This design comes from an exercise in tuning for small area, a short achievable clock period and few clock cycles on the open sky130 flow, not from production work. Where RTL was checked, it was by simulation tests only, not by an equivalence proof against the original. For runs 1, 5 and 6, only the layout was checked, not whether the RTL still works.

==> design.v <==
module sha2_k (
    input  wire [5:0]  t,
    output reg  [31:0] k
);
    always @(*) begin
        case (t)
            6'd0:  k = 32'h428a2f98; 6'd1:  k = 32'h71374491; 6'd2:  k = 32'hb5c0fbcf; 6'd3:  k = 32'he9b5dba5;
            6'd4:  k = 32'h3956c25b; 6'd5:  k = 32'h59f111f1; 6'd6:  k = 32'h923f82a4; 6'd7:  k = 32'hab1c5ed5;
            6'd8:  k = 32'hd807aa98; 6'd9:  k = 32'h12835b01; 6'd10: k = 32'h243185be; 6'd11: k = 32'h550c7dc3;
            6'd12: k = 32'h72be5d74; 6'd13: k = 32'h80deb1fe; 6'd14: k = 32'h9bdc06a7; 6'd15: k = 32'hc19bf174;
            6'd16: k = 32'he49b69c1; 6'd17: k = 32'hefbe4786; 6'd18: k = 32'h0fc19dc6; 6'd19: k = 32'h240ca1cc;
            6'd20: k = 32'h2de92c6f; 6'd21: k = 32'h4a7484aa; 6'd22: k = 32'h5cb0a9dc; 6'd23: k = 32'h76f988da;
            6'd24: k = 32'h983e5152; 6'd25: k = 32'ha831c66d; 6'd26: k = 32'hb00327c8; 6'd27: k = 32'hbf597fc7;
            6'd28: k = 32'hc6e00bf3; 6'd29: k = 32'hd5a79147; 6'd30: k = 32'h06ca6351; 6'd31: k = 32'h14292967;
            6'd32: k = 32'h27b70a85; 6'd33: k = 32'h2e1b2138; 6'd34: k = 32'h4d2c6dfc; 6'd35: k = 32'h53380d13;
            6'd36: k = 32'h650a7354; 6'd37: k = 32'h766a0abb; 6'd38: k = 32'h81c2c92e; 6'd39: k = 32'h92722c85;
            6'd40: k = 32'ha2bfe8a1; 6'd41: k = 32'ha81a664b; 6'd42: k = 32'hc24b8b70; 6'd43: k = 32'hc76c51a3;
            6'd44: k = 32'hd192e819; 6'd45: k = 32'hd6990624; 6'd46: k = 32'hf40e3585; 6'd47: k = 32'h106aa070;
            6'd48: k = 32'h19a4c116; 6'd49: k = 32'h1e376c08; 6'd50: k = 32'h2748774c; 6'd51: k = 32'h34b0bcb5;
            6'd52: k = 32'h391c0cb3; 6'd53: k = 32'h4ed8aa4a; 6'd54: k = 32'h5b9cca4f; 6'd55: k = 32'h682e6ff3;
            6'd56: k = 32'h748f82ee; 6'd57: k = 32'h78a5636f; 6'd58: k = 32'h84c87814; 6'd59: k = 32'h8cc70208;
            6'd60: k = 32'h90befffa; 6'd61: k = 32'ha4506ceb; 6'd62: k = 32'hbef9a3f7; default: k = 32'hc67178f2;
        endcase
    end
endmodule
module sha2_round (
    input  wire [255:0] st_in,    
    input  wire [31:0]  p,
    output wire [255:0] st_out
);
    wire [31:0] a = st_in[255:224];
    wire [31:0] b = st_in[223:192];
    wire [31:0] c = st_in[191:160];
    wire [31:0] d = st_in[159:128];
    wire [31:0] e = st_in[127:96];
    wire [31:0] f = st_in[95:64];
    wire [31:0] g = st_in[63:32];
    wire [31:0] big_s0 = {a[1:0], a[31:2]} ^ {a[12:0], a[31:13]} ^ {a[21:0], a[31:22]};
    wire [31:0] big_s1 = {e[5:0], e[31:6]} ^ {e[10:0], e[31:11]} ^ {e[24:0], e[31:25]};
    wire [31:0] ch     = (e & f) ^ (~e & g);
    wire [31:0] maj    = (a & b) ^ (a & c) ^ (b & c);
    function [63:0] csa(input [31:0] x, input [31:0] y, input [31:0] z);
        csa = {x ^ y ^ z, ((x & y) | (x & z) | (y & z)) << 1};
    endfunction
    wire [63:0] a1 = csa(p, ch, maj);
    wire [63:0] a2 = csa(big_s0, big_s1, a1[63:32]);
    wire [63:0] a3 = csa(a2[63:32], a2[31:0], a1[31:0]);
    wire [31:0] a_new = a3[63:32] + a3[31:0];
    wire [63:0] e1 = csa(p, ch, d);
    wire [63:0] e2 = csa(e1[63:32], e1[31:0], big_s1);
    wire [31:0] e_new = e2[63:32] + e2[31:0];
    assign st_out = {a_new, a, b, c, e_new, e, f, g};
endmodule
module sha2_stream (
    input  wire         clk,
    input  wire         rst,           
    input  wire         in_valid,
    output wire         in_ready,
    input  wire [31:0]  in_data,
    input  wire [2:0]   in_nbytes,     
    input  wire         in_last,
    input  wire         in_sha224,     
    output wire         out_valid,
    input  wire         out_ready,
    output wire [255:0] out_digest
);
    localparam integer FB = 7;         
    localparam [2:0] S_IDLE = 3'd0,    
                     S_P1   = 3'd1,    
                     S_P2   = 3'd2,    
                     S_RND  = 3'd3,
                     S_UPD  = 3'd4,
                     S_OUT  = 3'd5;
    localparam [255:0] IV_256 = {32'h6a09e667, 32'hbb67ae85, 32'h3c6ef372, 32'ha54ff53a,
                                 32'h510e527f, 32'h9b05688c, 32'h1f83d9ab, 32'h5be0cd19};
    localparam [255:0] IV_224 = {32'hc1059ed8, 32'h367cd507, 32'h3070dd17, 32'hf70e5939,
                                 32'hffc00b31, 32'h68581511, 32'h64f98fa7, 32'hbefa4fa4};
    integer i;
    reg [8*FB-1:0] fb;         
    reg [2:0]   cnt;           
    reg         lastin;        
    reg         first;         
    reg         nxt224;        
    reg         padz;          
    reg         lenblk;        
    reg [3:0]   widx;          
    reg [19:0]  mlen;          
    reg [2:0]   state;
    reg [5:0]   t;
    reg [5:0]   kn;            
    reg [31:0]  kr;            
    reg         fin;           
    reg         got0;          
    reg         newmsg;        
    reg         m224;          
    reg         cur224;        
    reg         rdy_q;         
    reg         outv_q;        
    reg [31:0]  a, b, c, d, e, f, g, h;
    reg [31:0]  p;             
    reg [31:0]  x [0:15];      
    reg [31:0]  xs0;           
    reg [31:0]  ha [0:3];      
    reg [31:0]  he [0:3];
    wire        data_av = cnt[2];                  
    wire        w_av    = padz | data_av | lastin;
    wire [31:0] fhead   = fb[8*FB-1 -: 32];
    reg  [31:0] padw;
    always @(*) begin
        case (cnt[1:0])
            2'd0: padw = 32'h80000000;
            2'd1: padw = {fhead[31:24], 24'h800000};
            2'd2: padw = {fhead[31:16], 16'h8000};
            default: padw = {fhead[31:8], 8'h80};
        endcase
    end
    wire        len_w  = padz & lenblk & (widx == 4'd15);
    wire [31:0] word   = padz ? (len_w ? {9'b0, mlen, 3'b0} : 32'h0)
                       : (data_av ? fhead : padw);
    function want_of(input [2:0] s, input [5:0] tt, input fn, input g0);
        want_of = (s == S_IDLE) | (s == S_P1) | (s == S_P2) |
                  ((s == S_RND) & ((tt <= 6'd13) | ((tt == 6'd63) & ~fn))) |
                  ((s == S_UPD) & g0 & ~fn) | ((s == S_OUT) & ~g0);
    endfunction
    reg  f_rnd, f_upd, f_p2, f_early, f_usew, f_ring, f_want;
    wire in_rnd = f_rnd;
    wire want   = f_want;
    wire take   = want & w_av;
    wire adv    = ~(f_early & ~w_av);                  
    assign in_ready = rdy_q;
    wire        accept = in_valid & rdy_q;
    wire [2:0]  nb     = (in_nbytes > 3'd4) ? 3'd4 : in_nbytes;
    wire        popd   = take & ~padz & data_av;
    wire        popz   = take & ~padz & ~data_av;    
    wire [2:0]  base   = popd ? cnt - 3'd4 : (popz ? 3'd0 : cnt);
    wire [8*FB-1:0] fsh = popd ? {fb[8*FB-33:0], 32'b0} : fb;
    wire [3:0]  nbm = (nb == 3'd0) ? 4'b0000 : (nb == 3'd1) ? 4'b1000 :
                      (nb == 3'd2) ? 4'b1100 : (nb == 3'd3) ? 4'b1110 : 4'b1111;
    wire [8*FB-1:0] ins = {in_data, 24'b0} >> (8 * base[1:0]);
    wire [FB-1:0]   wm  = accept ? ({nbm, 3'b0} >> base[1:0]) : {FB{1'b0}};
    reg  [8*FB-1:0] fnext;
    always @(*) begin
        for (i = 0; i < FB; i = i + 1)
            fnext[8*FB-1-8*i -: 8] = wm[FB-1-i] ? ins[8*FB-1-8*i -: 8] : fsh[8*FB-1-8*i -: 8];
    end
    reg [2:0]  cnt_n;
    reg        lastin_n, padz_n, lenblk_n;
    always @(*) begin
        cnt_n    = base + (accept ? nb : 3'd0);
        lastin_n = lastin;
        padz_n   = padz;
        lenblk_n = lenblk;
        if (accept & in_last)
            lastin_n = 1'b1;
        if (take) begin
            if (padz) begin
                if (widx == 4'd15) begin
                    if (lenblk) begin
                        padz_n   = 1'b0;
                        lenblk_n = 1'b0;
                    end else
                        lenblk_n = 1'b1;
                end
            end else if (!data_av) begin
                padz_n   = 1'b1;
                lenblk_n = (widx != 4'd14);
                lastin_n = 1'b0;
            end
        end
        if (rst) begin
            cnt_n    = 3'd0;
            lastin_n = 1'b0;
            padz_n   = 1'b0;
            lenblk_n = 1'b0;
        end
    end
    reg [2:0]  state_n;
    reg [5:0]  t_n;
    reg        fin_n, got0_n, newmsg_n;
    always @(*) begin
        state_n  = state;
        t_n      = t;
        fin_n    = fin;
        got0_n   = got0;
        newmsg_n = newmsg;
        case (state)
        S_IDLE: if (take) begin
            newmsg_n = 1'b1;
            state_n  = S_P2;
        end
        S_P1: if (take) state_n = S_P2;
        S_P2: if (take) begin
            newmsg_n = 1'b0;
            state_n  = S_RND;
        end
        S_RND: if (adv) begin
            t_n = t + 6'd1;
            if (take & len_w)
                fin_n = 1'b1;
            if (t == 6'd63) begin
                got0_n  = take;
                state_n = S_UPD;
            end
        end
        S_UPD: begin
            if (fin) begin
                fin_n   = 1'b0;
                state_n = S_OUT;
            end else if (!got0)
                state_n = S_P1;
            else if (take)
                state_n = S_RND;
            else
                state_n = S_P2;
        end
        S_OUT: begin
            if (take) begin
                got0_n   = 1'b1;
                newmsg_n = 1'b1;
            end
            if (out_ready) begin
                got0_n  = 1'b0;
                state_n = (got0 | take) ? S_P2 : S_IDLE;
            end
        end
        default: state_n = S_IDLE;
        endcase
        if (rst) begin
            state_n  = S_IDLE;
            t_n      = 6'd0;
            fin_n    = 1'b0;
            got0_n   = 1'b0;
            newmsg_n = 1'b0;
        end
    end
    always @(posedge clk) begin
        fb     <= fnext;
        cnt    <= cnt_n;
        lastin <= lastin_n;
        padz   <= padz_n;
        lenblk <= lenblk_n;
        state  <= state_n;
        t      <= t_n;
        fin    <= fin_n;
        got0   <= got0_n;
        newmsg <= newmsg_n;
        rdy_q  <= ~lastin_n & (~cnt_n[2] | (want_of(state_n, t_n, fin_n, got0_n) & ~padz_n));
        f_want  <= want_of(state_n, t_n, fin_n, got0_n);
        f_rnd   <= (state_n == S_RND);
        f_upd   <= (state_n == S_UPD);
        f_p2    <= (state_n == S_P2);
        f_early <= (state_n == S_RND) & (t_n <= 6'd13);
        f_usew  <= (state_n != S_RND) | (t_n <= 6'd13) | (t_n == 6'd63);
        f_ring  <= ((state_n == S_RND) & (t_n >= 6'd61)) | (state_n == S_UPD);
        outv_q <= (state_n == S_OUT);
        if (rst) begin
            first <= 1'b1;
            widx  <= 4'd0;
            mlen  <= 20'd0;
        end else begin
            if (accept) begin
                first <= in_last;
                if (first) nxt224 <= in_sha224;
            end
            if (take) begin
                widx <= widx + 4'd1;
                if (padz) begin
                    if (len_w)
                        mlen <= 20'd0;
                end else if (data_av)
                    mlen <= mlen + 20'd4;
                else
                    mlen <= mlen + {18'b0, cnt[1:0]};
            end
        end
    end
    wire [255:0] st_next;
    sha2_round u_round (
        .st_in ({a, b, c, d, e, f, g, h}),
        .p     (p),
        .st_out(st_next)
    );
    wire        p_ld = (in_rnd & adv) | ((f_p2 | f_upd) & take);
    wire [5:0]  kn_n = rst ? 6'd0 : (p_ld ? ((in_rnd && kn == 6'd0) ? 6'd0 : kn + 6'd1) : kn);
    wire [31:0] k_t;
    sha2_k u_k (.t(kn_n), .k(k_t));
    function [31:0] sm_s0(input [31:0] v);
        sm_s0 = {v[6:0], v[31:7]} ^ {v[17:0], v[31:18]} ^ (v >> 3);
    endfunction
    wire [31:0] sm_s1 = {x[14][16:0], x[14][31:17]} ^ {x[14][18:0], x[14][31:19]} ^ (x[14] >> 10);
    wire [63:0] w1 = {x[9] ^ xs0 ^ x[0], ((x[9] & xs0) | (x[9] & x[0]) | (xs0 & x[0])) << 1};
    wire [63:0] w2 = {w1[63:32] ^ w1[31:0] ^ sm_s1,
                      ((w1[63:32] & w1[31:0]) | (w1[63:32] & sm_s1) | (w1[31:0] & sm_s1)) << 1};
    wire [31:0] w_sch = w2[63:32] + w2[31:0];
    wire        use_w = f_usew;
    wire [31:0] x_in  = use_w ? word : w_sch;
    wire [31:0] ph     = in_rnd ? g : (f_upd ? he[2] : h);
    wire [31:0] p_next = ph + kr + x[15];
    wire [31:0] sum_a = ha[3] + a;
    wire [31:0] sum_e = he[3] + e;
    wire        ring  = f_ring;
    wire        start_msg = ((state == S_IDLE) | (state == S_OUT)) & take;
    wire        ring_iv   = f_p2 & newmsg;
    wire        x_en      = (in_rnd & adv) | take;
    always @(posedge clk) begin
        if (x_en) begin
            for (i = 0; i < 15; i = i + 1)
                x[i] <= x[i + 1];
            x[15] <= x_in;
            xs0   <= sm_s0(x[2]);
        end
        if (in_rnd & adv) begin
            {a, b, c, d, e, f, g, h} <= st_next;
        end else if (f_upd) begin
            {a, b, c, d} <= {sum_a, ha[0], ha[1], ha[2]};
            {e, f, g, h} <= {sum_e, he[0], he[1], he[2]};
        end else if (start_msg) begin
            {a, b, c, d, e, f, g, h} <= nxt224 ? IV_224 : IV_256;
        end
        if (ring) begin
            ha[0] <= sum_a; ha[1] <= ha[0]; ha[2] <= ha[1]; ha[3] <= ha[2];
            he[0] <= sum_e; he[1] <= he[0]; he[2] <= he[1]; he[3] <= he[2];
        end else if (ring_iv) begin
            {ha[0], ha[1], ha[2], ha[3], he[0], he[1], he[2], he[3]} <= m224 ? IV_224 : IV_256;
        end
        if (p_ld)
            p <= p_next;
        kn <= kn_n;
        kr <= k_t;
        if (start_msg)
            m224 <= nxt224;
        if (ring_iv)
            cur224 <= m224;
    end
    assign out_valid  = outv_q;
    assign out_digest = {ha[0], ha[1], ha[2], ha[3], he[0], he[1], he[2],
                         cur224 ? 32'h0 : he[3]};
endmodule
==> flow/run.sh <==
#!/bin/bash
# Layout flow: the standard flow (standard.sh, unchanged synthesis,
# floorplan, power grid and tap cells) with these changes:
#  - repair_timing aims at a larger setup margin (SETUP_SLACK_MARGIN), so it
#    upsizes the cells of the round's critical paths further;
#  - the port buffers are buf_2 cells instead of the default pick;
#  - clock tree: clkbuf_8/clkbuf_4 buffers and no dummy loads.
# Every tool's output goes to logs in this folder (make's to flow_make.log;
# ORFS keeps its per-step logs under orfs/logs/).
set -euo pipefail
export SETUP_SLACK_MARGIN=6
export BUFFER_PORTS_ARGS="-buffer_cell sky130_fd_sc_hd__buf_2"
export CTS_ARGS="-sink_clustering_enable -repair_clock_nets -dont_use_dummy_load -buf_list {sky130_fd_sc_hd__clkbuf_8 sky130_fd_sc_hd__clkbuf_4}"
bash standard.sh finish > flow_make.log 2>&1
==> standard.sh <==
#!/bin/bash
# synth_recipe.tcl (not shown) runs the flow's synth.tcl, then flattens the netlist and writes it again
# the make line also repeats each setting of config.mk as NAME=value (left out here)
make -C /OpenROAD-flow-scripts/flow DESIGN_CONFIG=/design/flow/config.mk WORK_HOME=/design/flow/orfs CLKGATE_MAP_FILE= SYNTH_SCRIPT=/design/flow/synth_recipe.tcl "${@:-finish}"
==> config.mk <==
export PLATFORM = sky130hd
export DESIGN_NAME = sha2_stream
export DESIGN_NICKNAME = sha2_stream
export VERILOG_FILES = /design/flow/design.v
export SDC_FILE = /design/flow/constraint.sdc
export NUM_CORES = 4
export LEC_CHECK = 0
export ABC_AREA = 1
export CAP_MARGIN = 20
export CORE_MARGIN = 2
export CORE_UTILIZATION = 60
export PLACE_DENSITY = 0.7
export SLEW_MARGIN = 20
==> constraint.sdc <==
create_clock -name core_clock -period 10.0 [get_ports {clk}]
set_input_delay 2.0000 -clock core_clock [delete_from_list [all_inputs] [get_ports {clk}]]
set_output_delay 2.0000 -clock core_clock [all_outputs]
set_load 0.01 [all_outputs]
==> impl_metrics.tcl, run 1 <==
set metrics [dict create \
    syn-cell-area_sq_um 68100 \
    pre_cts_ws_ns 4.96 \
    synth.yosys.seq_area_share_pct 53.2 \
    stdcell_count 8794 \
    yosysTopAreaCellShare_pct 50.6 \
    drt_iter0_drc 6289 \
    dr.pass1.iters 7 \
    ctsHtreeMaxLevel 4 \
    portBuffers 298 \
    cp.arrival_ns 4.79 \
    area.growth.synth_to_final_pct 12.8 \
    initial_core_util_pct 60.5 \
    tns_ns 0 \
    seqCellArea_sq_um 36300 \
    cts_buffers 197 \
    grt_max_degree 220 \
    place_hpwl_um 174000 \
    setup_violations 0 \
    cp_data_required_time_ns 10.53 \
    core_area_sq_um 112000 \
    multi_input_area_sq_um 28700 \
    fin_area_sq_um 76800 \
    reg2reg_depth 16 \
    ios 299 \
    synth_nets 7303 \
    grt_antenna_before_repair 6 \
    ys.flop_type "edfxtp_1" \
    cts_sinks 1237 \
    postSynthAreaPerCell_sq_um 10.0 \
    slew_headroom_pct 19.0 \
    end_kind "register" \
    setup_slack_ns 5.74 \
    dpl_cell_area_sq_um 70900 \
    fin_crit_ns 4.26 \
    ys_types 61 \
    cts_hold_buf 0 \
    hold_path.class "register to register" \
    grt_pass1_vias 51651 \
    avgViaCountPerCell 6.08 \
    antenna_left 0 \
    yosys-top-cells-area "edfxtp_1 51%, fa_1 7.4%, nand2_1 7.4%" \
    die_h_um 341 \
    clk_pin_slew_worst_paths_ns 0.06 \
    hold_viol 0 \
    grt.total_usage_pct 40.2 \
    grt_overflow 0 \
    grt_pass1_wl_um 338000 \
    gp_congestion 1.03 \
    drv_cap 0 \
    root_buffer "clkbuf_8" \
    start_kind "register" \
    clk_latency_ns 0.92 \
    nFillCells 8511 \
    yosys.area.top_type "edfxtp_1" \
    dp_cells 8393 \
    crit_type "register to register" \
    drc 0 \
    rsz0062_at_grt "true" \
    finalMaxSlewViolations 0 \
    routedWlPerCell_um 27.0 \
    ys_ff_latch 1237 \
    async_flop_share_pct 0 \
    syn_inst 6798 \
    holdPathStages 0 \
    num_vias 53496 \
    worst_pin_slew_ns 1.21 \
    die-area_sq_um 116000 \
    chipWidth_um 341 \
    clk_path_buf_depth 3 \
    fin_crit_sh_pct 42.6 \
    outcome "timing/DRC/antenna clean" \
    tritoncts "done" \
    yosysWarnings 6 \
    rows 123 \
    synth-edff-count 1147 \
    cp_max_fo 4 \
    skew_ns 0.125 \
    timing.fmax_ghz 0.235 \
    final_nets 7799 \
    routed_wl_um 238000 \
    drive_gt1_share_pct 14.8 \
]
## critical path, stage by stage, from the launching register on
cell	delay, ns
edfxtp_1	0.51
inv_2	0.10
fa_1	0.56
inv_2	0.04
fa_1	0.53
fa_1	0.47
ha_4	0.20
fa_2	0.42
nand2_4	0.11
o21ai_4	0.08
buf_6	0.14
a21oi_4	0.20
o21ai_4	0.12
a21oi_2	0.19
xnor2_1	0.11
nand2_1	0.06
o21ai_1	0.08
## metrics by stage
stage	hold WS, ns	util (%)
floorplan	0.400	-
global placement	0.400	63.0
detailed placement	0.405	63.0
CTS	0.342	67.5
global route	0.357	68.3
finish	0.349	68.3
## state kept, by name (all words and copies together), names as in the netlist, 3 cells and up
| signal | count |
|---|---|
| c | 32 |
| xs0 | 32 |
| fb | 56 |
| he | 128 |
| mlen | 20 |
| t | 6 |
| g | 32 |
| f | 32 |
| kn | 6 |
| x | 512 |
| cnt | 3 |
| p | 32 |
| d | 32 |
| a | 32 |
| widx | 4 |
| state | 3 |
| h | 32 |
| kr | 32 |
| b | 32 |
| ha | 128 |
| e | 32 |
## layer usage
layer,GRT usage [%],vias to the layer above,part of all wire [%]
li1,-,23579,-
met1,51.1,25708,37
met2,63.0,3311,45
met3,8.99,888,10
met4,25.0,10,7.8
met5,0,-,0.026
## placed cells by master, fill, tap and decap left out, drive strengths merged, types with 6 or more instances in the layout
cell	count
a21boi	10
a21o	39
a21oi	353
a221oi	10
a22o	21
a22oi	28
a31oi	44
a32o	8
buf	538
clkbuf	202
dfxtp	90
edfxtp	1147
fa	253
ha	211
inv	972
mux2i	8
nand2	1360
nand3	265
nand3b	11
nand4	29
nor2	543
nor3	59
nor4	13
o211ai	41
o21a	9
o21ai	557
o21bai	25
o221ai	9
o22ai	33
o31ai	6
or2	21
xnor2	200
xor2	156
## logic make-up (layout without fill, tap and decap cells)
family | Yosys count | count (layout) | share of synthesized area (%)
DFF | 1237 | 1237 | 53.2
and+or+nand+nor | 2305 | 2307 | 13.9
other | 0 | 2 | 0
muxes | 8 | 8 | 0.118
xor gates and xnor gates | 356 | 356 | 4.58
buffers and inverters | 1223 | 1715 | 6.91
adders and majority gates | 464 | 464 | 11.3
AOI/OAI and AO/OA | 1205 | 1205 | 9.97
## timing repair
action                                  4_1_cts  5_1_grt
endpoints found under the setup margin      254      330
pin swaps                                    71       69
gates resized for setup                     306      156
gates cloned                                  2        4
setup buffers                               168       28
## synth_stat cells (13+ instances only)
master,number
nand3_1,260
o22ai_1,33
nand2_1,1345
nor2_1,529
clkbuf_1,189
buf_2,26
nand4_1,29
o21ai_1,29
inv_1,959
nor4_1,13
edfxtp_1,1147
buf_1,20
a22o_1,21
o211ai_1,39
fa_1,253
nor3_1,58
xor2_1,156
a21oi_1,348
ha_1,211
a31oi_1,44
o21ai_0,526
o21bai_1,25
dfxtp_1,90
or2_2,20
a22oi_1,28
xnor2_1,200
a21o_1,39
## path summary, 6_finish.rpt
check,to,slack (ns),start
max reg2reg,a[22],5.74,p[2]
min,x[9][1],0.35,x[10][1]
max,a[22],5.74,p[2]
min reg2reg,x[9][1],0.35,x[10][1]
## cell type report
cell class	instances	area share, %
sequential	1237	47.2
antenna	2	0.00652
timing repair buffer	543	4.69
multi-input combinational	4340	37.3
inverter	975	4.80
clock buffer	197	3.53
tap	1500	2.44
==> inputs of run 2 (changes only) <==
--- a/design.v
+++ b/design.v
@@ -302,6 +302,15 @@
     wire        start_msg = ((state == S_IDLE) | (state == S_OUT)) & take;
     wire        ring_iv   = f_p2 & newmsg;
     wire        x_en      = (in_rnd & adv) | take;
+    wire        ld_rnd  = in_rnd & adv;
+    wire        ld_upd  = f_upd;
+    wire        ld_iv   = start_msg;
+    wire        ld_hold = ~(ld_rnd | ld_upd | ld_iv);
+    wire [255:0] st_iv  = nxt224 ? IV_224 : IV_256;
+    wire [255:0] st_upd = {sum_a, ha[0], ha[1], ha[2], sum_e, he[0], he[1], he[2]};
+    wire [255:0] st_n   = ({256{ld_rnd}} & st_next) | ({256{ld_upd}} & st_upd) |
+                          ({256{ld_iv}} & st_iv) | ({256{ld_hold}} & {a, b, c, d, e, f, g, h});
+    wire [31:0]  p_n    = ({32{p_ld}} & p_next) | ({32{~p_ld}} & p);
     always @(posedge clk) begin
         if (x_en) begin
             for (i = 0; i < 15; i = i + 1)
@@ -309,22 +318,14 @@
             x[15] <= x_in;
             xs0   <= sm_s0(x[2]);
         end
-        if (in_rnd & adv) begin
-            {a, b, c, d, e, f, g, h} <= st_next;
-        end else if (f_upd) begin
-            {a, b, c, d} <= {sum_a, ha[0], ha[1], ha[2]};
-            {e, f, g, h} <= {sum_e, he[0], he[1], he[2]};
-        end else if (start_msg) begin
-            {a, b, c, d, e, f, g, h} <= nxt224 ? IV_224 : IV_256;
-        end
+        {a, b, c, d, e, f, g, h} <= st_n;
+        p <= p_n;
         if (ring) begin
             ha[0] <= sum_a; ha[1] <= ha[0]; ha[2] <= ha[1]; ha[3] <= ha[2];
             he[0] <= sum_e; he[1] <= he[0]; he[2] <= he[1]; he[3] <= he[2];
         end else if (ring_iv) begin
             {ha[0], ha[1], ha[2], ha[3], he[0], he[1], he[2], he[3]} <= m224 ? IV_224 : IV_256;
         end
-        if (p_ld)
-            p <= p_next;
         kn <= kn_n;
         kr <= k_t;
         if (start_msg)
--- a/flow/run.sh
+++ b/flow/run.sh
@@ -8,7 +8,7 @@
 # Every tool's output goes to logs in this folder (make's to flow_make.log;
 # ORFS keeps its per-step logs under orfs/logs/).
 set -euo pipefail
-export SETUP_SLACK_MARGIN=6
+export SETUP_SLACK_MARGIN=7
 export BUFFER_PORTS_ARGS="-buffer_cell sky130_fd_sc_hd__buf_2"
 export CTS_ARGS="-sink_clustering_enable -repair_clock_nets -dont_use_dummy_load -buf_list {sky130_fd_sc_hd__clkbuf_8 sky130_fd_sc_hd__clkbuf_4}"
 bash standard.sh finish > flow_make.log 2>&1
==> run 2 against run 1 <==
Effect of this change:
- wire length increased by 5.0%
- cell count increased by 4.9%
- critical path depth is 6 higher
- clock-buffer cell count up 1
- register-to-register slack gained 0.06 ns
- highest routed layer unchanged
==> impl_metrics.tcl, run 2 <==
set metrics [dict create \
    cts_hold_buf 0 \
    syn_inst 6988 \
    portBuffers 298 \
    finalMaxSlewViolations 0 \
    final_common_cell "nand2_1" \
    hold_path.class "register to register" \
    place_hpwl_um 169000 \
    die-area_sq_um 116000 \
    hold_viol 0 \
    antenna_left 0 \
    cts_buffers 198 \
    syn-cell-area_sq_um 67700 \
    yosys.area.top_type "edfxtp_1" \
    postSynthAreaPerCell_sq_um 9.69 \
    grt.met1_usage_pct 57.3 \
    routed_wl_um 250000 \
    core_area_sq_um 112000 \
    largest_reg_flops 512 \
    ys_types 62 \
    rsz0062_at_grt "true" \
    synth_commonest_cells "1543 x nand2_1, 891 x edfxtp_1, 859 x inv_1" \
    cp_max_fo 3 \
    grt_pass1_vias 53675 \
    yosysTopAreaCellShare_pct 39.5 \
    ys.flop_type "edfxtp_1" \
    drt_iter0_drc 7977 \
    cts_sinks 1237 \
    root_buffer "clkbuf_8" \
    skew_ns 0.128 \
    grt_max_degree 95 \
    drc 0 \
    slew_headroom_pct 19.2 \
    yosys-top-cells-area "edfxtp_1 40%, dfxtp_1 10%, nand2_1 8.6%" \
    grt_antenna_before_repair 10 \
    grt_busiest_layer "met2" \
    ios 299 \
    rows 123 \
    end_kind "register" \
    final_cell_mix "1410 x nand2_1, 891 x edfxtp_1, 779 x inv_1" \
    fin_worst_hold_slack_ns 0.336 \
    ctsHtreeMaxLevel 4 \
    chipWidth_um 340 \
    dr.pass1.iters 7 \
    routedWlPerCell_um 27.1 \
    yosysWarnings 6 \
    grt_overflow 0 \
    grt_pass1_wl_um 352000 \
    start_kind "register" \
    clk_path_buf_depth 3 \
    drive_gt1_share_pct 29.3 \
    clk_pin_slew_worst_paths_ns 0.06 \
    setup_violations 0 \
    outcome "timing/DRC/antenna clean" \
    fin_crit_ns 4.20 \
    cp_data_required_time_ns 10.80 \
    grtUsageMet3_pct 11.7 \
    tns_ns 0 \
    clk_latency_ns 0.98 \
    timing.fmax_ghz 0.238 \
    grt_use_met2_pct 59.5 \
    area.growth.synth_to_final_pct 23.5 \
    avgViaCountPerCell 6.19 \
    synth-edff-count 891 \
    crit_type "register to register" \
    die_h_um 340 \
    synth.yosys.seq_area_share_pct 49.7 \
    gp_congestion 1.05 \
    grt.total_usage_pct 41.6 \
    initial_core_util_pct 60.4 \
    cp.arrival_ns 4.99 \
    worst_pin_slew_ns 1.21 \
    yosysMostFrequentCell "nand2_1" \
    async_flop_share_pct 0 \
    synth_nets 7493 \
    fin_crit_sh_pct 42.0 \
    final_nets 8228 \
    drv_cap 0 \
    tritoncts "done" \
    num_vias 57107 \
    ys_ff_latch 1237 \
    regMostFlops "x" \
]
[run 2: cell types whose count changed after synthesis, moves of 85 or more]
cell       previous run  this run
inv_1               959       859
buf_4                 6       203
o2111ai_1             2       123
nor2_1              529       371
edfxtp_1           1147       891
o21ai_0             526       380
nand2_1            1345      1543
dfxtp_1              90       346
or2_2                20       105
[run 2: layout make-up]
| cell class | instances | area, sq um |
|---|---|---|
| clock buffer | 198 | 2730 |
| timing repair buffer | 956 | 7840 |
| antenna | 3 | 7.51 |
| fill | 7625 | 28500 |
| sequential | 1237 | 34000 |
| inverter | 878 | 3370 |
| multi-input combinational | 4451 | 33900 |
| timing repair inverter | 1 | 7.51 |
| tap | 1500 | 1880 |
[run 2: routing by layer]
layer | wire, um | share of wire (%) | vias up
li1 | - | - | 24649
met1 | 94600 | 38 | 27406
met2 | 104000 | 42 | 4077
met3 | 32800 | 13 | 967
met4 | 17900 | 7.2 | 8
met5 | 39 | 0.016 | -
[run 2: final timing paths]
| kind | startpoint | end | slack, ns | cells past startpoint |
|---|---|---|---|---|
| setup / recovery | c[2] | a[22] | 5.80 | 22 |
| hold / removal | x[10][24] | x[9][24] | 0.34 | 0 |
| setup reg to reg | c[2] | a[22] | 5.80 | 22 |
| hold reg to reg | x[10][24] | x[9][24] | 0.34 | 0 |
[run 2: metrics by stage]
stage | utilization (%) | cell area [sq um] | worst slack (ns) | std cells
global placement | 61.6 | 69100 | 4.61 | 8396
finish | 74.6 | 83700 | 5.80 | 9224
global route | 74.6 | 83700 | 5.67 | 9223
detailed placement | 61.6 | 69100 | 4.60 | 8396
CTS | 71.5 | 80200 | 5.97 | 9038
floorplan | - | 67900 | 6.19 | 6988
[run 2: kinds of logic (layout without fill, tap and decap cells)]
logic type | Yosys count | count (layout) | synth area share [%]
DFF | 1237 | 1237 | 49.7
other | 0 | 3 | 0
muxes | 9 | 9 | 0.133
adders and majority gates | 464 | 464 | 11.4
buffers and inverters | 1308 | 2033 | 8.46
xor gates and xnor gates | 348 | 348 | 4.50
and+or+nand+nor | 2423 | 2431 | 14.9
AOI/OAI and AO/OA | 1199 | 1199 | 10.9
[run 2: timing repair]
| action | in CTS | in global routing |
|---|---|---|
| endpoints found under the setup margin | 1193 | 725 |
| resized for setup | 1180 | 501 |
| buffers inserted | 421 | 182 |
| cloned | 23 | 1 |
| pin swaps | 263 | 263 |
[run 2: critical path, cell delays in order (launching register included)]
cell	delay [ns]
dfxtp_2	0.33
inv_2	0.04
o21ai_2	0.15
o21ai_2	0.09
fa_1	0.55
inv_2	0.04
fa_1	0.45
fa_1	0.54
ha_4	0.15
inv_2	0.03
fa_2	0.32
inv_2	0.09
nand3_4	0.07
a21oi_2	0.15
nor2_2	0.07
o21ai_2	0.19
nand2_1	0.10
nand2_2	0.11
nand2_4	0.08
o21ai_2	0.14
a21oi_1	0.09
o21ai_1	0.17
nand3_1	0.12
Testbench counts of run 2, summed over its fixed seeds: cycles 132,635.
==> inputs of run 3 (changes only) <==
--- a/flow/run.sh
+++ b/flow/run.sh
@@ -8,7 +8,7 @@
 # Every tool's output goes to logs in this folder (make's to flow_make.log;
 # ORFS keeps its per-step logs under orfs/logs/).
 set -euo pipefail
-export SETUP_SLACK_MARGIN=7
+export SETUP_SLACK_MARGIN=6
 export BUFFER_PORTS_ARGS="-buffer_cell sky130_fd_sc_hd__buf_2"
 export CTS_ARGS="-sink_clustering_enable -repair_clock_nets -dont_use_dummy_load -buf_list {sky130_fd_sc_hd__clkbuf_8 sky130_fd_sc_hd__clkbuf_4}"
 bash standard.sh finish > flow_make.log 2>&1
--- a/config.mk
+++ b/config.mk
@@ -11,3 +11,4 @@
 export CORE_UTILIZATION = 60
 export PLACE_DENSITY = 0.7
 export SLEW_MARGIN = 20
+export TNS_END_PERCENT = 10
==> run 3 against run 2 <==
Effect of this change:
- worst hold slack got worse by 0.0045 ns
- sequential share of layout area rose by 4.7 points
- sequential cell count did not move
- global-route usage fell by 1.6 points
- critical path depth did not move
- first-iteration DRC count rose by 0.14%
- via count fell by 4.9%
==> impl_metrics.tcl, run 3 <==
set metrics [dict create \
    fin_area_sq_um 74900 \
    multi_input_area_sq_um 30200 \
    yosys.area.top_type "edfxtp_1" \
    cp_data_required_time_ns 10.75 \
    worst_r2r_endpoint "a[22]" \
    fin_crit_sh_pct 41.8 \
    hold_path_end "x[12][11]" \
    synth-edff-count 891 \
    ys_types 62 \
    syn-cell-area_sq_um 67700 \
    drc 0 \
    clk_pin_slew_worst_paths_ns 0.06 \
    place_hpwl_um 176000 \
    rsz0062_at_grt "true" \
    ctsHtreeMaxLevel 4 \
    hold_path.class "register to register" \
    grt_pass1_vias 51131 \
    synth.yosys.seq_area_share_pct 49.7 \
    chipWidth_um 340 \
    reg2reg_slack_ns 5.82 \
    portBuffers 298 \
    cts_buffers 196 \
    yosysWarnings 6 \
    grt_busiest_layer "met2" \
    largest_reg_flops 512 \
    final_cell_mix "1517 x nand2_1, 891 x edfxtp_1, 822 x inv_1" \
    min_from "x[13][11]" \
    ios 299 \
    final_nets 7715 \
    postSynthAreaPerCell_sq_um 9.69 \
    antenna_left 0 \
    tritoncts "done" \
    worst_pin_slew_ns 1.09 \
    grt.met1_usage_pct 56.8 \
    die_h_um 340 \
    pre_cts_ws_ns 4.32 \
    setup_violations 0 \
    slew_headroom_pct 26.7 \
    hold_viol 0 \
    syn_inst 6988 \
    tns_ns 0 \
    start_kind "register" \
    root_buffer "clkbuf_8" \
    cts_sinks 1237 \
    core_area_sq_um 112000 \
    regMostFlops "x" \
    fin_crit_ns 4.18 \
    die-area_sq_um 116000 \
    grt_overflow 0 \
    gp_congestion 1.02 \
    outcome "timing/DRC/antenna clean" \
    initial_core_util_pct 60.4 \
    grt_use_met2_pct 59.6 \
    cp.arrival_ns 4.94 \
    fin_worst_hold_slack_ns 0.332 \
    skew_ns 0.145 \
    grt_max_degree 199 \
    crit_type "register to register" \
    routed_wl_um 238000 \
    end_kind "register" \
    holdPathStages 0 \
    grt_pass1_wl_um 339000 \
    yosysMostFrequentCell "nand2_1" \
    clk_path_buf_depth 3 \
    rows 123 \
    setup_slack_ns 5.82 \
    yosys-top-cells-area "edfxtp_1 40%, dfxtp_1 10%, nand2_1 8.6%" \
    final_common_cell "nand2_1" \
    nFillCells 8583 \
    seqCellArea_sq_um 33900 \
    yosysTopAreaCellShare_pct 39.5 \
    clk_latency_ns 0.97 \
    synth_nets 7493 \
    drv_cap 0 \
    timing.fmax_ghz 0.239 \
    synth_commonest_cells "1543 x nand2_1, 891 x edfxtp_1, 859 x inv_1" \
    drt_iter0_drc 7988 \
    reg2reg_depth 22 \
    routedWlPerCell_um 27.3 \
    grtUsageMet3_pct 8.06 \
    dpl_cell_area_sq_um 69100 \
    grt_antenna_before_repair 8 \
    cp_max_fo 4 \
    finalMaxSlewViolations 0 \
    async_flop_share_pct 0 \
    ys_ff_latch 1237 \
    num_vias 54284 \
    final_core_utilization_pct 66.7 \
    cts_hold_buf 0 \
    avgViaCountPerCell 6.23 \
    area.growth.synth_to_final_pct 10.5 \
    drive_gt1_share_pct 16.7 \
    r2r-start "b[2]" \
    dr.pass1.iters 7 \
    ys.flop_type "edfxtp_1" \
    grt.total_usage_pct 40.0 \
]
[run 3: changes by cell type in the layout (fill, tap and decap cells not counted), moves of 62 or more]
cell,before,now
ha_1,109,178
nand2_2,103,31
o21ai_0,203,265
nand2_1,1410,1517
buf_4,527,129
nor2_1,288,359
buf_6,133,7
[run 3: worst max-delay path by stage]
stage | startpoint | to | slack (ns) | cells after the start
after floorplan | a[1] | a[22] | 5.78 | 24
after detailed placement | padz | e[8] | 4.32 | 14
after CTS | c[2] | a[22] | 5.84 | 22
after global routing | c[2] | a[22] | 5.67 | 22
final | b[2] | a[22] | 5.82 | 22
after global placement | a[4] | a[21] | 4.32 | 18
[run 3: cell families after synthesis]
family | count (synthesis) | synth area share [%]
xor gates and xnor gates | 348 | 4.50
DFF | 1237 | 49.7
buffers and inverters | 1308 | 8.46
AOI/OAI and AO/OA | 1199 | 10.9
and+or+nand+nor | 2423 | 14.9
muxes | 9 | 0.133
adders and majority gates | 464 | 11.4
[run 3: cell type report]
class / instances / area share, %
diodes: 3 / 0.0100
clock buffers: 196 / 3.60
inverters: 878 / 4.44
multi-input cells: 4448 / 40.3
flip-flops and latches: 1237 / 45.3
well taps: 1500 / 2.51
repair buffers: 449 / 3.85
[run 3: critical path: stages, from the launching register on]
cell	delay, ns
dfxtp_2	0.34
inv_2	0.04
o21ai_2	0.13
o21ai_2	0.08
fa_1	0.53
inv_2	0.04
fa_1	0.49
fa_1	0.51
ha_2	0.19
inv_2	0.04
fa_2	0.33
inv_2	0.09
nand3_4	0.09
a21oi_4	0.20
nor2_4	0.07
o21ai_2	0.17
nand2_1	0.09
nand2_2	0.14
nand2_2	0.08
o21ai_2	0.14
a21oi_1	0.08
o21ai_1	0.10
nand3_1	0.09
[run 3: per-stage QoR]
step | cells
global placement | 8395
floorplan | 6988
global route | 8710
CTS | 8619
detailed placement | 8395
finish | 8711
[run 3: repair_timing]
action	CTS	global route
cloned	5	4
setup buffers	23	85
pin swaps	30	96
setup endpoints to repair	572	506
hold endpoints to repair	0	0
gates resized for setup	293	355
[run 3: routing by layer]
| layer | vias up | wire, um | part of all wire [%] |
|---|---|---|---|
| li1 | 23578 | - | - |
| met1 | 26120 | 93400 | 39 |
| met2 | 3845 | 103000 | 43 |
| met3 | 733 | 27500 | 12 |
| met4 | 8 | 13900 | 5.9 |
| met5 | - | 55 | 0.023 |
==> inputs of run 4 (changes only) <==
--- a/config.mk
+++ b/config.mk
@@ -11,4 +11,3 @@
 export CORE_UTILIZATION = 60
 export PLACE_DENSITY = 0.7
 export SLEW_MARGIN = 20
-export TNS_END_PERCENT = 10
==> run 4 against run 3 <==
Effect of this change:
- still clean on timing, DRC and antenna
- synthesized cell count unchanged
- die area is the same
- register-to-register slack about the same
==> impl_metrics.tcl, run 4 <==
set metrics [dict create \
    cp_max_fo 3 \
    drv_cap 0 \
    hold_path.class "register to register" \
    clk_path_buf_depth 3 \
    outcome "timing/DRC/antenna clean" \
    synth.yosys.seq_area_share_pct 49.7 \
    holdPathStages 0 \
    portBuffers 298 \
    r2r-start "c[1]" \
    hold_path_end "x[9][8]" \
    grt.total_usage_pct 39.3 \
    yosysTopAreaCellShare_pct 39.5 \
    core_area_sq_um 112000 \
    critPathBufInv 7 \
    rows 123 \
    ys_ff_latch 1237 \
    hold_viol 0 \
    clk_pin_slew_worst_paths_ns 0.06 \
    slowest_stage "fa_1" \
    timing.fmax_ghz 0.240 \
    cts_hold_buf 0 \
    synth-edff-count 891 \
    async_flop_share_pct 0 \
    cp.arrival_ns 4.92 \
    yosysWarnings 6 \
    end_kind "register" \
    syn-cell-area_sq_um 67700 \
    fin_area_sq_um 74700 \
    grt_antenna_before_repair 5 \
    tns_ns 0 \
    min_from "x[10][8]" \
    setup_violations 0 \
    fin_crit_sh_pct 41.7 \
    grt_pass1_wl_um 332000 \
    num_vias 53447 \
    crit_type "register to register" \
    initial_core_util_pct 60.4 \
    dr.pass1.iters 7 \
    yosysMostFrequentCell "nand2_1" \
    ios 299 \
    yosys-top-cells-area "edfxtp_1 40%, dfxtp_1 10%, nand2_1 8.6%" \
    routedWlPerCell_um 26.7 \
    grt_pass1_vias 49925 \
    worst_r2r_endpoint "a[30]" \
    drt_iter0_drc 7200 \
    finalMaxSlewViolations 0 \
    gp_congestion 1.04 \
    ys_types 62 \
    chipWidth_um 340 \
    synth_commonest_cells "1543 x nand2_1, 891 x edfxtp_1, 859 x inv_1" \
    grt_overflow 0 \
    routed_wl_um 232000 \
    cts_buffers 198 \
    die-area_sq_um 116000 \
    drive_gt1_share_pct 16.4 \
    largest_reg_flops 512 \
    syn_inst 6988 \
    skew_ns 0.143 \
    reg2reg_depth 25 \
    tritoncts "done" \
    final_nets 7706 \
    reg2reg_slack_ns 5.83 \
    yosys.area.top_type "edfxtp_1" \
    synth_nets 7493 \
    final_common_cell "nand2_1" \
    cts_sinks 1237 \
    max_stage_delay_ns 0.55 \
    cp_data_required_time_ns 10.75 \
    clk_latency_ns 0.97 \
    slew_headroom_pct 11.7 \
    regMostFlops "x" \
    die_h_um 340 \
    fin_crit_ns 4.17 \
    place_hpwl_um 169000 \
    start_kind "register" \
    grt_max_degree 231 \
    antenna_left 0 \
    cpMostUsedCell "inv_2" \
    final_cell_mix "1513 x nand2_1, 891 x edfxtp_1, 832 x inv_1" \
    path_delay_family "adder cells" \
    avgViaCountPerCell 6.14 \
    dpl_cell_area_sq_um 69100 \
    drc 0 \
    rsz0062_at_grt "true" \
    area.growth.synth_to_final_pct 10.3 \
    postSynthAreaPerCell_sq_um 9.69 \
    worst_pin_slew_ns 1.32 \
    root_buffer "clkbuf_8" \
    ys.flop_type "edfxtp_1" \
    ctsHtreeMaxLevel 4 \
]
[run 4: cell counts after synthesis]
Identical to the previous run, type by type.
[run 4: final cells by class]
class                      count  area (sq um)
multi-input combinational   4448         30100
tap                         1500          1880
clock buffer                 198          2730
timing repair buffer         438          2840
sequential                  1237         33900
inverter                     878          3320
antenna                        2          5.00
fill                        8872         37500
[run 4: worst register-to-register path: cells and delay by family (launching register included)]
| family | cells | cell delay (ns) |
|---|---|---|
| adder cells (fa/ha/maj) | 5 | 1.88 |
| AO/OA/AOI/OAI | 6 | 0.76 |
| AND/OR/NAND/NOR | 7 | 0.57 |
| buffers and inverters | 7 | 0.44 |
| flip-flops | 1 | 0.34 |
[run 4: per-stage QoR]
stage	hold WS [ns]	utilization (%)	setup WS (ns)	cells
global route	0.323	66.6	5.71	8700
CTS	0.326	65.4	5.89	8648
detailed placement	0.405	61.6	5.05	8401
global placement	0.400	61.6	5.05	8400
floorplan	0.400	-	6.01	6988
finish	0.330	66.6	5.83	8701
[run 4: how the worst max path moves through the flow]
stage	from	endpoint	slack, ns	cells past startpoint
finish	c[1]	a[30]	5.83	25
global route	c[1]	a[22]	5.71	24
CTS	c[1]	a[26]	5.89	23
detailed placement	f_upd	register	5.05	14
global placement	f_upd	register	5.05	14
floorplan	a[2]	a[22]	6.01	22
[run 4: cells by family after synthesis]
group,count (synthesis),share of synthesized area (%)
DFF,1237,49.7
buffers and inverters,1308,8.46
and+or+nand+nor,2423,14.9
xor gates and xnor gates,348,4.50
adders and majority gates,464,11.4
muxes,9,0.133
AOI/OAI and AO/OA,1199,10.9
[run 4: repair_timing]
action | CTS | global route
endpoints found under the setup margin | 173 | 157
gates cloned | 8 | 2
resized for setup | 363 | 243
pin swaps | 45 | 72
buffers inserted | 41 | 48
[run 4: routing by layer]
layer,GRT usage [%],up-vias,routed length [um]
met2,57.1,3540,98800
met3,8.53,652,27500
met1,56.5,25699,92700
met5,0,-,9
li1,-,23554,-
met4,18.5,2,12900
==> inputs of run 5 (changes only) <==
--- a/design.v
+++ b/design.v
@@ -311,6 +311,11 @@
     wire [255:0] st_n   = ({256{ld_rnd}} & st_next) | ({256{ld_upd}} & st_upd) |
                           ({256{ld_iv}} & st_iv) | ({256{ld_hold}} & {a, b, c, d, e, f, g, h});
     wire [31:0]  p_n    = ({32{p_ld}} & p_next) | ({32{~p_ld}} & p);
+    wire         r_hold = ~(ring | ring_iv);
+    wire [255:0] ring_q = {ha[0], ha[1], ha[2], ha[3], he[0], he[1], he[2], he[3]};
+    wire [255:0] ring_s = {sum_a, ha[0], ha[1], ha[2], sum_e, he[0], he[1], he[2]};
+    wire [255:0] ring_n = ({256{ring}} & ring_s) | ({256{ring_iv & ~ring}} & (m224 ? IV_224 : IV_256)) |
+                          ({256{r_hold}} & ring_q);
     always @(posedge clk) begin
         if (x_en) begin
             for (i = 0; i < 15; i = i + 1)
@@ -320,12 +325,7 @@
         end
         {a, b, c, d, e, f, g, h} <= st_n;
         p <= p_n;
-        if (ring) begin
-            ha[0] <= sum_a; ha[1] <= ha[0]; ha[2] <= ha[1]; ha[3] <= ha[2];
-            he[0] <= sum_e; he[1] <= he[0]; he[2] <= he[1]; he[3] <= he[2];
-        end else if (ring_iv) begin
-            {ha[0], ha[1], ha[2], ha[3], he[0], he[1], he[2], he[3]} <= m224 ? IV_224 : IV_256;
-        end
+        {ha[0], ha[1], ha[2], ha[3], he[0], he[1], he[2], he[3]} <= ring_n;
         kn <= kn_n;
         kr <= k_t;
         if (start_msg)
==> run 5 against run 4 <==
Effect of this change:
- the layout now fails its checks (capacitance limit, slew limit)
- critical path depth shrank 16
- design area down 0.20%
- synthesized cell count up 1.4%
- non-clock buffer count increased by 33
- highest routed layer unchanged
- clock skew increased by 0.051 ns
- global-route usage increased by 5.8 points
- clock-buffer cell count down 3
- sequential cell count unchanged
- utilization grew 2.1 points
==> impl_metrics.tcl, run 5 <==
set metrics [dict create \
    area.growth.synth_to_final_pct 13.9 \
    root_buffer "clkbuf_8" \
    postSynthAreaPerCell_sq_um 9.24 \
    final_common_cell "nand2_1" \
    grt_antenna_before_repair 6 \
    cts_sinks 1237 \
    antenna_left 0 \
    grt_max_degree 204 \
    worst_pin_slew_ns 2.07 \
    rsz0062_at_grt "true" \
    cts_buffers 195 \
    critPathBufInv 4 \
    skew_ns 0.194 \
    yosysWarnings 6 \
    start_kind "register" \
    max_stage_delay_ns 1.70 \
    hold_viol 0 \
    gp_congestion 1.07 \
    rows 121 \
    dp_cells 8596 \
    core_area_sq_um 109000 \
    cp.arrival_ns 5.39 \
    initial_core_util_pct 60.3 \
    clk_pin_slew_worst_paths_ns 0.06 \
    largest_reg_flops 512 \
    cp_max_fo 54 \
    cpMostUsedCell "buf_4" \
    chipWidth_um 334 \
    slew_headroom_pct -38.2 \
    fin_area_sq_um 74600 \
    tns_ns 0 \
    outcome "failed layout checks" \
    yosys-top-cells-area "edfxtp_1 29%, dfxtp_1 18%, nand2_1 7.8%" \
    syn_inst 7089 \
    synth-edff-count 635 \
    stdcell_count 8916 \
    slowest_stage "a221oi_1" \
    setup_violations 0 \
    cp_data_required_time_ns 10.67 \
    ys.flop_type "edfxtp_1" \
    yosysTopAreaCellShare_pct 29.1 \
    drc 0 \
    final_cell_mix "1318 x nand2_1, 988 x inv_1, 635 x edfxtp_1" \
    fin_crit_ns 4.71 \
    hold_path.class "register to register" \
    dr.pass1.iters 21 \
    crit_type "register to register" \
    final_nets 8007 \
    timing.fmax_ghz 0.212 \
    ctsHtreeMaxLevel 4 \
    yosysMostFrequentCell "nand2_1" \
    path_delay_family "compound AO/OA/AOI/OAI gates" \
    grt_overflow 0 \
    cts_hold_buf 0 \
    crit_chain "nor2_8, nand3_4, nand2_8, buf_4, clkinv_2, buf_4, buf_4, a221oi_1, nand2_1" \
    tritoncts "done" \
    synth_commonest_cells "1360 x nand2_1, 1030 x inv_1, 635 x edfxtp_1" \
    place_hpwl_um 186000 \
    drive_gt1_share_pct 16.7 \
    dpl_cell_area_sq_um 68200 \
    synth.yosys.seq_area_share_pct 47.5 \
    routedWlPerCell_um 29.4 \
    synth_nets 7594 \
    ios 299 \
    ys_ff_latch 1237 \
    syn-cell-area_sq_um 65500 \
    ys_types 63 \
    portBuffers 298 \
    fin_crit_sh_pct 47.1 \
    regMostFlops "x" \
    grt_pass1_wl_um 367000 \
    grt.total_usage_pct 45.1 \
    grt_pass1_vias 54424 \
    die_h_um 334 \
    yosys.area.top_type "edfxtp_1" \
    drt_iter0_drc 9936 \
    routed_wl_um 262000 \
    final_core_utilization_pct 68.7 \
    clk_path_buf_depth 3 \
    end_kind "register" \
    so_faults "capacitance limit, slew limit" \
    num_vias 58225 \
    avgViaCountPerCell 6.53 \
    finalMaxSlewViolations 2 \
    die-area_sq_um 112000 \
    clk_latency_ns 0.98 \
    async_flop_share_pct 0 \
    drv_cap 1 \
]
run 5: per-stage QoR:
step | worst slack [ns] | hold slack [ns]
6_report | 5.29 | 0.350
5_1_grt | 5.36 | 0.347
4_1_cts | 5.79 | 0.346
2_1_floorplan | 6.01 | 0.400
3_5_place_dp | 4.67 | 0.405
3_3_place_gp | 4.72 | 0.400
run 5: cell families (layout without fill, tap and decap cells):
kind of cell	count (synthesis)	count (layout)	synth area share, %
AO/OA/AOI/OAI	1482	1482	14.0
XOR/XNOR	342	342	4.57
adder cells (fa/ha/maj)	464	464	11.8
buffers and inverters	1314	1723	7.67
flip-flops	1237	1237	47.5
multiplexers	8	8	0.122
other	0	2	0
AND/OR/NAND/NOR	2242	2244	14.3
run 5: repair_timing:
action | CTS | global route
pin swaps | 64 | 97
resized for setup | 482 | 286
gates cloned | 5 | 4
setup buffers | 43 | 70
endpoints found under the setup margin | 154 | 116
run 5: worst reg2reg max path, delay by kind of cell (launching register included):
kind | cells | cell delay [ns]
flip-flops | 1 | 0.43
AO/OA/AOI/OAI | 1 | 1.74
buffers and inverters | 4 | 1.48
AND/OR/NAND/NOR | 4 | 0.90
run 5: final cells by class:
cell class	count	area, sq um
fill	8018	34000
tap	1414	1770
timing repair inverter	1	8.76
clock buffer	195	2680
timing repair buffer	471	3150
inverter	1056	4020
antenna	2	5.00
multi-input combinational	4540	31600
sequential	1237	31300
run 5: layer usage:
layer / wire, um / share of wire (%) / global-route usage, %
met2: 108000 / 41 / 64.8
met5: 125 / 0.048 / 0.217
met3: 35400 / 13 / 11.6
met4: 22500 / 8.6 / 29.8
met1: 95600 / 36 / 60.4
run 5: final timing paths:
kind                                 from        end  slack, ns  cells past startpoint
worst max-delay path                 padz      d[24]       5.29                      9
worst min-delay path            x[12][10]  x[11][10]       0.35                      0
worst max register to register       padz      d[24]       5.29                      9
worst min register to register  x[12][10]  x[11][10]       0.35                      0
==> inputs of run 6 (changes only) <==
--- a/design.v
+++ b/design.v
@@ -99,7 +99,6 @@
     reg [31:0]  a, b, c, d, e, f, g, h;
     reg [31:0]  p;             
     reg [31:0]  x [0:15];      
-    reg [31:0]  xs0;           
     reg [31:0]  ha [0:3];      
     reg [31:0]  he [0:3];
     wire        data_av = cnt[2];                  
@@ -284,14 +283,9 @@
     wire [5:0]  kn_n = rst ? 6'd0 : (p_ld ? ((in_rnd && kn == 6'd0) ? 6'd0 : kn + 6'd1) : kn);
     wire [31:0] k_t;
     sha2_k u_k (.t(kn_n), .k(k_t));
-    function [31:0] sm_s0(input [31:0] v);
-        sm_s0 = {v[6:0], v[31:7]} ^ {v[17:0], v[31:18]} ^ (v >> 3);
-    endfunction
+    wire [31:0] sm_s0 = {x[1][6:0], x[1][31:7]} ^ {x[1][17:0], x[1][31:18]} ^ (x[1] >> 3);
     wire [31:0] sm_s1 = {x[14][16:0], x[14][31:17]} ^ {x[14][18:0], x[14][31:19]} ^ (x[14] >> 10);
-    wire [63:0] w1 = {x[9] ^ xs0 ^ x[0], ((x[9] & xs0) | (x[9] & x[0]) | (xs0 & x[0])) << 1};
-    wire [63:0] w2 = {w1[63:32] ^ w1[31:0] ^ sm_s1,
-                      ((w1[63:32] & w1[31:0]) | (w1[63:32] & sm_s1) | (w1[31:0] & sm_s1)) << 1};
-    wire [31:0] w_sch = w2[63:32] + w2[31:0];
+    wire [31:0] w_sch = sm_s1 + x[9] + sm_s0 + x[0];
     wire        use_w = f_usew;
     wire [31:0] x_in  = use_w ? word : w_sch;
     wire [31:0] ph     = in_rnd ? g : (f_upd ? he[2] : h);
@@ -306,26 +300,37 @@
     wire        ld_upd  = f_upd;
     wire        ld_iv   = start_msg;
     wire        ld_hold = ~(ld_rnd | ld_upd | ld_iv);
-    wire [255:0] st_iv  = nxt224 ? IV_224 : IV_256;
-    wire [255:0] st_upd = {sum_a, ha[0], ha[1], ha[2], sum_e, he[0], he[1], he[2]};
-    wire [255:0] st_n   = ({256{ld_rnd}} & st_next) | ({256{ld_upd}} & st_upd) |
-                          ({256{ld_iv}} & st_iv) | ({256{ld_hold}} & {a, b, c, d, e, f, g, h});
-    wire [31:0]  p_n    = ({32{p_ld}} & p_next) | ({32{~p_ld}} & p);
-    wire         r_hold = ~(ring | ring_iv);
-    wire [255:0] ring_q = {ha[0], ha[1], ha[2], ha[3], he[0], he[1], he[2], he[3]};
-    wire [255:0] ring_s = {sum_a, ha[0], ha[1], ha[2], sum_e, he[0], he[1], he[2]};
-    wire [255:0] ring_n = ({256{ring}} & ring_s) | ({256{ring_iv & ~ring}} & (m224 ? IV_224 : IV_256)) |
-                          ({256{r_hold}} & ring_q);
+    wire [31:0] iv_a    = nxt224 ? IV_224[255:224] : IV_256[255:224];
+    wire [31:0] iv_e    = nxt224 ? IV_224[127:96]  : IV_256[127:96];
+    wire [31:0] a_n = ({32{ld_rnd}} & st_next[255:224]) | ({32{ld_upd}} & sum_a) |
+                      ({32{ld_iv}} & iv_a) | ({32{ld_hold}} & a);
+    wire [31:0] e_n = ({32{ld_rnd}} & st_next[127:96]) | ({32{ld_upd}} & sum_e) |
+                      ({32{ld_iv}} & iv_e) | ({32{ld_hold}} & e);
     always @(posedge clk) begin
         if (x_en) begin
             for (i = 0; i < 15; i = i + 1)
                 x[i] <= x[i + 1];
             x[15] <= x_in;
-            xs0   <= sm_s0(x[2]);
         end
-        {a, b, c, d, e, f, g, h} <= st_n;
-        p <= p_n;
-        {ha[0], ha[1], ha[2], ha[3], he[0], he[1], he[2], he[3]} <= ring_n;
+        a <= a_n;
+        e <= e_n;
+        if (in_rnd & adv) begin
+            {b, c, d, f, g, h} <= {st_next[223:128], st_next[95:0]};
+        end else if (f_upd) begin
+            {b, c, d} <= {ha[0], ha[1], ha[2]};
+            {f, g, h} <= {he[0], he[1], he[2]};
+        end else if (start_msg) begin
+            {b, c, d, f, g, h} <= nxt224 ? {IV_224[223:128], IV_224[95:0]}
+                                         : {IV_256[223:128], IV_256[95:0]};
+        end
+        if (ring) begin
+            ha[0] <= sum_a; ha[1] <= ha[0]; ha[2] <= ha[1]; ha[3] <= ha[2];
+            he[0] <= sum_e; he[1] <= he[0]; he[2] <= he[1]; he[3] <= he[2];
+        end else if (ring_iv) begin
+            {ha[0], ha[1], ha[2], ha[3], he[0], he[1], he[2], he[3]} <= m224 ? IV_224 : IV_256;
+        end
+        if (p_ld)
+            p <= p_next;
         kn <= kn_n;
         kr <= k_t;
         if (start_msg)
==> run 6 against run 5 <==
Effect of this change:
- the run now finishes clean
- largest cell class is now registers
- critical path type unchanged
- register-to-register slack better by 0.54 ns
- synthesized area up 2.3%
==> impl_metrics.tcl, run 6 <==
set metrics [dict create \
    avgViaCountPerCell 6.25 \
    synth_commonest_cells "1497 x nand2_1, 1051 x edfxtp_1, 900 x inv_1" \
    drv_cap 0 \
    fin_crit_sh_pct 41.7 \
    skew_ns 0.139 \
    routed_wl_um 237000 \
    hold_path.class "register to register" \
    largest_reg_flops 512 \
    synth_nets 7346 \
    async_flop_share_pct 0 \
    cp.arrival_ns 4.88 \
    synth-edff-count 1051 \
    rsz0062_at_grt "true" \
    grt.total_usage_pct 40.2 \
    crit_chain "xnor2_1, xor2_1, inv_1, fa_1, fa_1, ha_2, inv_1, o21bai_2, o21bai_1, a21oi_2, o21ai_4, buf_4, or2_2, a32oi_1" \
    ctsHtreeMaxLevel 4 \
    yosysWarnings 6 \
    portBuffers 298 \
    grt_overflow 0 \
    ys_ff_latch 1205 \
    initial_core_util_pct 60.6 \
    cts_sinks 1205 \
    regMostFlops "x" \
    rows 122 \
    clk_latency_ns 0.99 \
    core_area_sq_um 111000 \
    setup_violations 0 \
    start_kind "register" \
    ys_types 62 \
    synth.yosys.seq_area_share_pct 51.7 \
    cp_max_fo 4 \
    outcome "timing/DRC/antenna clean" \
    drt_iter0_drc 8131 \
    path_delay_family "adder cells" \
    area.growth.synth_to_final_pct 13.4 \
    crit_type "register to register" \
    yosys.area.top_type "edfxtp_1" \
    yosysMostFrequentCell "nand2_1" \
    num_vias 54760 \
    cts_buffers 195 \
    final_cell_mix "1463 x nand2_1, 1051 x edfxtp_1, 883 x inv_1" \
    fin_crit_ns 4.17 \
    final_common_cell "nand2_1" \
    grt_pass1_wl_um 339000 \
    worst_pin_slew_ns 1.12 \
    drive_gt1_share_pct 16.4 \
    yosys-top-cells-area "edfxtp_1 47%, nand2_1 8.4%, fa_1 7.6%" \
    grt_pass1_vias 51475 \
    chipWidth_um 338 \
    end_kind "register" \
    yosysTopAreaCellShare_pct 47.1 \
    antenna_left 0 \
    stdcell_count 8762 \
    routedWlPerCell_um 27.0 \
    slowest_stage "edfxtp_1" \
    ys.flop_type "edfxtp_1" \
    root_buffer "clkbuf_8" \
    final_nets 7776 \
    gp_congestion 1.09 \
    ios 299 \
    dp_cells 8410 \
    tns_ns 0 \
    place_hpwl_um 170000 \
    clk_pin_slew_worst_paths_ns 0.06 \
    clk_path_buf_depth 3 \
    postSynthAreaPerCell_sq_um 9.80 \
    die-area_sq_um 114000 \
    drc 0 \
    syn_inst 6841 \
    syn-cell-area_sq_um 67000 \
    grt_antenna_before_repair 7 \
    die_h_um 338 \
    grt_max_degree 99 \
    cp_data_required_time_ns 10.71 \
    timing.fmax_ghz 0.240 \
    dr.pass1.iters 9 \
    hold_viol 0 \
    tritoncts "done" \
    max_stage_delay_ns 0.55 \
    finalMaxSlewViolations 0 \
    slew_headroom_pct 25.0 \
    cts_hold_buf 0 \
    critPathBufInv 3 \
]
-- run 6: cell types whose count changed in the layout (fill, tap and decap cells not counted), sizes merged, moves of 94 or more --
cell and change:
inv -127, o221ai -94, o22ai -104, edfxtp +416
dfxtp -448, nand2 +142
-- run 6: cells by family after synthesis --
logic type | Yosys count | share of synthesized area, %
simple gates | 2456 | 15.3
flops | 1205 | 51.7
compound gates | 1183 | 10.2
buf+inv | 1183 | 6.76
fa+ha+maj | 464 | 11.5
xor+xnor | 342 | 4.47
mux | 8 | 0.119
-- run 6: layout make-up --
type / count / area [sq um]
sequential: 1205 / 34800
fill: 8240 / 34700
multi-input combinational: 4458 / 29900
inverter: 924 / 3510
timing repair buffer: 487 / 3180
clock buffer: 195 / 2680
tap: 1488 / 1860
antenna: 5 / 12.5
-- run 6: what timing repair did --
| action | in CTS | in global routing |
|---|---|---|
| cloned | 3 | 4 |
| resized for setup | 366 | 279 |
| buffers inserted | 76 | 69 |
| pin swaps | 45 | 78 |
| endpoints found under the setup margin | 507 | 160 |
-- run 6: path summary, 6_finish.rpt --
kind	cells past startpoint	end	slack, ns	startpoint
min reg2reg	0	x[12][8]	0.33	x[13][8]
min	0	x[12][8]	0.33	x[13][8]
max	14	x[15][15]	5.83	x[1][28]
max reg2reg	14	x[15][15]	5.83	x[1][28]
-- run 6: routing by layer --
layer | up-vias | GRT usage (%) | routed length (um) | share of wire (%)
met3 | 703 | 11.0 | 32700 | 14
li1 | 23637 | - | - | -
met5 | - | 0 | 122 | 0.052
met2 | 4120 | 57.4 | 100000 | 42
met1 | 26292 | 58.4 | 92200 | 39
met4 | 8 | 15.8 | 11200 | 4.7
-- run 6: metrics by stage --
step | cell area, sq um | hold WS [ns] | utilization (%) | worst slack, ns
2_1_floorplan | 67100 | 0.400 | - | 5.97
3_3_place_gp | 69700 | 0.400 | 63.0 | 4.94
3_5_place_dp | 69700 | 0.405 | 63.0 | 5.02
4_1_cts | 74200 | 0.329 | 67.1 | 5.93
5_1_grt | 76000 | 0.327 | 68.6 | 5.71
6_report | 76000 | 0.332 | 68.7 | 5.83

-- re-timing with driven ports --
No port has a modelled driver above. Below, the same layouts with a new extraction and two added sets of constraints.
Step 1 assumes that a clkbuf_16 drives the clock port and a buf_2 every other input.
Step 2 times the ports against the registers' clock, not the clock port: input delays grow and output delays shrink by t, the midpoint of the rising clock arrivals with the driver on.
Three values: ideal ports, drivers, drivers and shift; two values: the first two.
run	t (ns)	setup WS [ns]	worst setup path at the end	slew at the worst register clock pin (ns)	pins driven straight from the clock port
run 1	0.953	5.742 / 5.742 / 5.313	input to register	0.07 / 0.07	1
run 2	0.991	5.801 / 5.801 / 5.801	register to register	0.07 / 0.07	1
run 3	0.965	5.816 / 5.816 / 5.182	input to register	0.07 / 0.07	1
run 4	0.970	5.829 / 5.829 / 5.265	input to register	0.07 / 0.07	1
run 5	0.957	5.286 / 5.286 / 5.286	register to register	0.09 / 0.09	1
run 6	0.994	5.830 / 5.830 / 5.295	input to register	0.08 / 0.08	1
The setup slack of run 3, which loses most, moves by 0.000 ns with the drivers and by -0.634 ns with both steps.
